This design comes from an exercise in tuning for small area on the open sky130 flow, not from production work.
The RTL was checked by simulation tests, not by an equivalence proof against the original design.
No activity file was given, so power comes from the tool's default toggle rates.

// pmu_engine
module pmu_engine (
    input             clk,
    input             rst,         
    input             cmd_we,      
    input      [31:0] cmd_in,
    input             arg_we,      
    input      [31:0] arg_in,
    input      [3:0]  dbuf_we,     
    input      [31:0] dbuf_in,     
    output     [7:0]  status,
    output     [7:0]  seq_pc,
    output     [95:0] res,
    output     [31:0] dbuf,
    output reg        bus_req,
    output reg        bus_we,
    output reg [7:0]  bus_addr,
    output reg [2:0]  bus_len,
    output reg [31:0] bus_wdata,   
    input             bus_ack,
    input             bus_err,
    input      [31:0] bus_rdata,   
    output reg        slp_req,
    input             slp_ack
);
Size: about 1500 cells after synthesis, ~200 flip-flops, about 330 I/O pins, roughly 0.012 sq mm of cells after synthesis.
Settings: LEC_CHECK=0, ABC_AREA=1, CAP_MARGIN=20, CORE_MARGIN=2, CORE_UTILIZATION=40, PLACE_DENSITY=0.6, SLEW_MARGIN=20; clock period 30.0 ns.
standard.sh (not shown) runs the stock make flow with config.mk's settings and CLKGATE_MAP_FILE= SYNTH_SCRIPT=/design/flow/synth_recipe.tcl, a recipe that flattens the netlist after the stock synthesis.
==> flow/flow/run.sh <==
#!/bin/bash
# Own layout flow: the standard ORFS flow with three changes.
#  1. Synthesis: the standard synthesis script (synth_recipe.tcl, via standard.sh) with an
#     area-oriented ABC script (time-limited deepsyn, then repeated choice mapping)
#     and without full-adder extraction. The registers are mapped
#     before ABC runs, so they are the standard synthesis's registers.
#  2. Port buffers use the smallest buffer cell (every port is still buffered).
#  3. Clock tree: clkbuf_8 buffers in small sink clusters, no dummy loads.
# Each tool's output goes to a log file of its own in this folder; ORFS also keeps its
# per-step logs under orfs/logs.
set -euo pipefail
here=$(pwd)
rm -rf "$here/synth_scripts"
cp -r "$FLOW_HOME/scripts" "$here/synth_scripts"
cp "$here/flow/abc_area.script" "$here/synth_scripts/abc_area.script"
bash standard.sh "SCRIPTS_DIR=$here/synth_scripts" "ADDER_MAP_FILE=" synth > synth.log 2>&1
bash standard.sh \
  "BUFFER_PORTS_ARGS=-buffer_cell sky130_fd_sc_hd__buf_1" \
  "CTS_ARGS=-repair_clock_nets -buf_list sky130_fd_sc_hd__clkbuf_8 -sink_clustering_enable -sink_clustering_size 8 -sink_clustering_max_diameter 40 -dont_use_dummy_load" \
  finish > pnr.log 2>&1
==> flow/flow/abc_area.script <==
strash
dc2
&get -n
&deepsyn -T 120 -S 7
&put
strash
dch -f
amap
mfs2
strash
dch -f
amap
mfs2
strash
dch -f
amap
mfs2
strash
dch -f
amap
topo
The first run went through all stages and came out clean.
Edit:
--- a/flow/flow/run.sh
+++ b/flow/flow/run.sh
@@ -2,6 +2,5 @@
 # Own layout flow: the standard ORFS flow with three changes.
 #  1. Synthesis: the standard synthesis script (synth_recipe.tcl, via standard.sh) with an
-#     area-oriented ABC script (time-limited deepsyn, then repeated choice mapping)
-#     and without full-adder extraction. The registers are mapped
+#     area-oriented ABC script and without full-adder extraction. The registers are mapped
 #     before ABC runs, so they are the standard synthesis's registers.
 #  2. Port buffers use the smallest buffer cell (every port is still buffered).
==> flow/flow/abc_area.script (replaced) <==
strash
dch -f
amap
mfs2
strash
dch -f
amap
mfs2
strash
dch -f
amap
topo
The changed run completed with no timing, DRC or antenna violations.
Routed wire length came out lower by 4.1%.
Synthesized cell count climbs by 5.9%.
Via count goes up by 4.0%.
Register-to-register slack is better by 2100 ps.
Sequential share of layout area shrinks by 1.3 points.
Utilization is about the same.
Die area is higher by 3.4%.
Total power climbs by 12%.
Count of clock-buffer cells in the layout stays the same.
Cell area went up by about 3.5%.
Cell count came out higher by 4.5%.
Edit:
==> flow/run.sh (new file) <==
#!/bin/bash
# synth_recipe.tcl (not shown) runs the flow's synth.tcl, then flattens the netlist and writes it again
# the make line also repeats each setting of config.mk as NAME=value (left out here)
make -C /OpenROAD-flow-scripts/flow DESIGN_CONFIG=/design/flow/config.mk WORK_HOME=/design/flow/orfs CLKGATE_MAP_FILE= SYNTH_SCRIPT=/design/flow/synth_recipe.tcl finish
removed: flow/flow/run.sh
removed: flow/flow/abc_area.script
removed: flow/standard.sh
What happened: The new run finished clean. Count of clock-buffer cells in the layout does not change. Global-route usage increases by 0.18 points. Core utilization increases by 4.5 points. Sequential cell count is unchanged. Design area goes up by a quarter to a third. Worst setup slack is better by 1400 ps. Wire length rose by about a fifth.
Edit:
==> flow/flow/run.sh (new file) <==
#!/bin/bash
# Own layout flow: the standard ORFS flow with three changes.
#  1. Synthesis: the standard synthesis script (synth_recipe.tcl, via standard.sh) with an
#     area-oriented ABC script and without full-adder extraction. The registers are mapped
#     before ABC runs, so they are the standard synthesis's registers.
#  2. Port buffers use the smallest buffer cell (every port is still buffered).
#  3. Clock tree: clkbuf_8 buffers in small sink clusters, no dummy loads.
# Each tool's output goes to a log file of its own in this folder; ORFS also keeps its
# per-step logs under orfs/logs.
set -euo pipefail
here=$(pwd)
rm -rf "$here/synth_scripts"
cp -r "$FLOW_HOME/scripts" "$here/synth_scripts"
cp "$here/flow/abc_area.script" "$here/synth_scripts/abc_area.script"
bash standard.sh "SCRIPTS_DIR=$here/synth_scripts" "ADDER_MAP_FILE=" synth > synth.log 2>&1
bash standard.sh \
  "BUFFER_PORTS_ARGS=-buffer_cell sky130_fd_sc_hd__buf_1" \
  "CTS_ARGS=-repair_clock_nets -buf_list sky130_fd_sc_hd__clkbuf_8 -sink_clustering_enable -sink_clustering_size 8 -sink_clustering_max_diameter 40 -dont_use_dummy_load" \
  finish > pnr.log 2>&1
==> flow/flow/abc_area.script (new file) <==
strash
dch -f
amap
mfs2
strash
dch -f
amap
mfs2
strash
dch -f
amap
topo
==> flow/standard.sh (new file) <==
#!/bin/bash
# synth_recipe.tcl (not shown) runs the flow's synth.tcl, then flattens the netlist and writes it again
# the make line also repeats each setting of config.mk as NAME=value (left out here)
make -C /OpenROAD-flow-scripts/flow DESIGN_CONFIG=/design/flow/config.mk WORK_HOME=/design/flow/orfs CLKGATE_MAP_FILE= SYNTH_SCRIPT=/design/flow/synth_recipe.tcl "${@:-finish}"
Settings changed: GPL_TIMING_DRIVEN from default to 0.
removed: flow/run.sh
Clock power is lower by 44%. Worst setup slack gets worse by 3000 ps. Final cell count is lower by 15%. Sequential power is higher by about 1%. Clock skew is higher by 28 ps.

* * *

lane 1:
Another version of the RTL of pmu_engine (not shown whole).
Size in the first run: about 1600 cells after synthesis, about 200 flip-flops, about 330 I/O pins.
export LEC_CHECK = 0
export ABC_AREA = 1
export CAP_MARGIN = 20
export CORE_MARGIN = 2
export CORE_UTILIZATION = 40
export PLACE_DENSITY = 0.6
export SLEW_MARGIN = 20
create_clock -name core_clock -period 30.0 [get_ports {clk}]
==> flow/flow/run.sh <==
#!/bin/bash
# Own layout flow: the standard ORFS flow with three changes.
#  1. Synthesis: the standard synthesis script (synth_recipe.tcl, via standard.sh) with an
#     area-oriented ABC script and without full-adder extraction. The registers are mapped
#     before ABC runs, so they are the standard synthesis's registers.
#  2. Port buffers use the smallest buffer cell (every port is still buffered).
#  3. Clock tree: clkbuf_8 buffers in small sink clusters, no dummy loads.
# Each tool's output goes to a log file of its own in this folder; ORFS also keeps its
# per-step logs under orfs/logs.
set -euo pipefail
here=$(pwd)
rm -rf "$here/synth_scripts"
cp -r "$FLOW_HOME/scripts" "$here/synth_scripts"
cp "$here/flow/abc_area.script" "$here/synth_scripts/abc_area.script"
bash standard.sh "SCRIPTS_DIR=$here/synth_scripts" "ADDER_MAP_FILE=" synth > synth.log 2>&1
bash standard.sh \
  "BUFFER_PORTS_ARGS=-buffer_cell sky130_fd_sc_hd__buf_1" \
  "CTS_ARGS=-repair_clock_nets -buf_list sky130_fd_sc_hd__clkbuf_8 -sink_clustering_enable -sink_clustering_size 8 -sink_clustering_max_diameter 40 -dont_use_dummy_load" \
  finish > pnr.log 2>&1
==> flow/flow/abc_area.script <==
strash
dch -f
amap
mfs2
strash
dch -f
amap
mfs2
strash
dch -f
amap
topo
Lane 1: full flow OK, the timing, design-rule and antenna checks passed
> inputs changed (lane 1 -> lane 2)
Settings: a change of CAP_MARGIN from 20 to 5; a change of SLEW_MARGIN from 20 to 5.
## What came out
Every run (lane 2 and lane 1) finished clean.
Fmax (higher): lane 2
In terms of endpoint required time on the critical path, lane 1 and lane 2 differ only marginally.
Lane 1 leaves less setup margin than lane 2.
Compared lane 2 against lane 1; flip-flop and latch share of the layout cell area within noise.
Diff lane 2..lane 1 | non-clock buffer count | unchanged
Compared lane 2 against lane 1; share of the core filled with cells in the final layout within noise.
Per the comparison of lane 2 with lane 1, transition time at the pin with the least slew margin went up by 0.19 ns, clock distribution area overhead in the final layout comparable.
The inputs of lane 3 differ from those of lane 2 as listed below.
Settings: changing CAP_MARGIN from 5 to 20; changing SLEW_MARGIN from 5 to 20.
-- flow/flow/run.sh --
<<< lane 2, line 5
#     before ABC runs, so they are the standard synthesis's registers.
#  2. Port buffers use the smallest buffer cell (every port is still buffered).
#  3. Clock tree: clkbuf_8 buffers in small sink clusters, no dummy loads.
# Each tool's output goes to a log file of its own in this folder; ORFS also keeps its
# per-step logs under orfs/logs.
>>> lane 3, line 5
#     before ABC runs, so they are the standard synthesis's registers.
#  2. Port buffers use the smallest buffer cell (every port is still buffered).
#  3. Clock tree: clkbuf_8 / clkbuf_16 buffers, no dummy loads.
# Each tool's output goes to a log file of its own in this folder; ORFS also keeps its
# per-step logs under orfs/logs.
==> summary.txt <==
Timing-limited maximum frequency in lane 3 is 0.85% lower than in lane 2. Lane 3 -> lane 2: post-layout instance count excluding filler cells delta 0, exact match. Reported for lane 3 and lane 2, global-route usage turned out identical to the last digit. Between lane 2 and lane 3, the routability congestion estimate figures differ only marginally. On share of the final layout cell area in sequential cells, lane 2 tracks lane 3 almost exactly. Time the final worst path needs with I/O delays and setup in lane 3 is 0.11 ns above lane 2. Final design area excluding fillers essentially unchanged between lane 2 and lane 3. ~same total routed wirelength in lane 3 and lane 2. Lane 3 and lane 2 ended up with roughly the same area added between synthesis and finish. On total power of the final layout, lane 3 and lane 2 are neck and neck.

==> static timing again, ports no longer ideal <==
Ports are ideal in the flow. The routed layouts listed here were re-timed in OpenROAD. Step 1 assumes that a clkbuf_16 drives the clock port and a buf_2 every other input. Step 2 adds t to the input delays and takes it off the output delays; t is the mean of the earliest and latest rising clock arrival at the registers after step 1. Input paths then give back, and output paths get back, about the clock's delay inside the block. a / b / c = ideal ports / drivers / drivers and shift; a / b = the first two.
run	t (ns)	slack for setup (ns)	slew at the worst register clock pin (ns)
the first run of note 1	0.554	18.549 / 18.498 / 19.015	0.12 / 0.12
the second run of note 1	0.546	17.876 / 17.826 / 18.372	0.11 / 0.11
the third run of note 1	0.536	19.325 / 19.268 / 19.805	0.10 / 0.10
the fourth run of note 1	0.546	16.332 / 16.282 / 16.828	0.11 / 0.11
lane 1	0.552	17.605 / 17.552 / 18.104	0.10 / 0.10
lane 2	0.548	17.711 / 17.658 / 18.206	0.10 / 0.10
lane 3	0.552	17.605 / 17.552 / 18.104	0.10 / 0.10
After both steps every run listed still meets setup and hold.
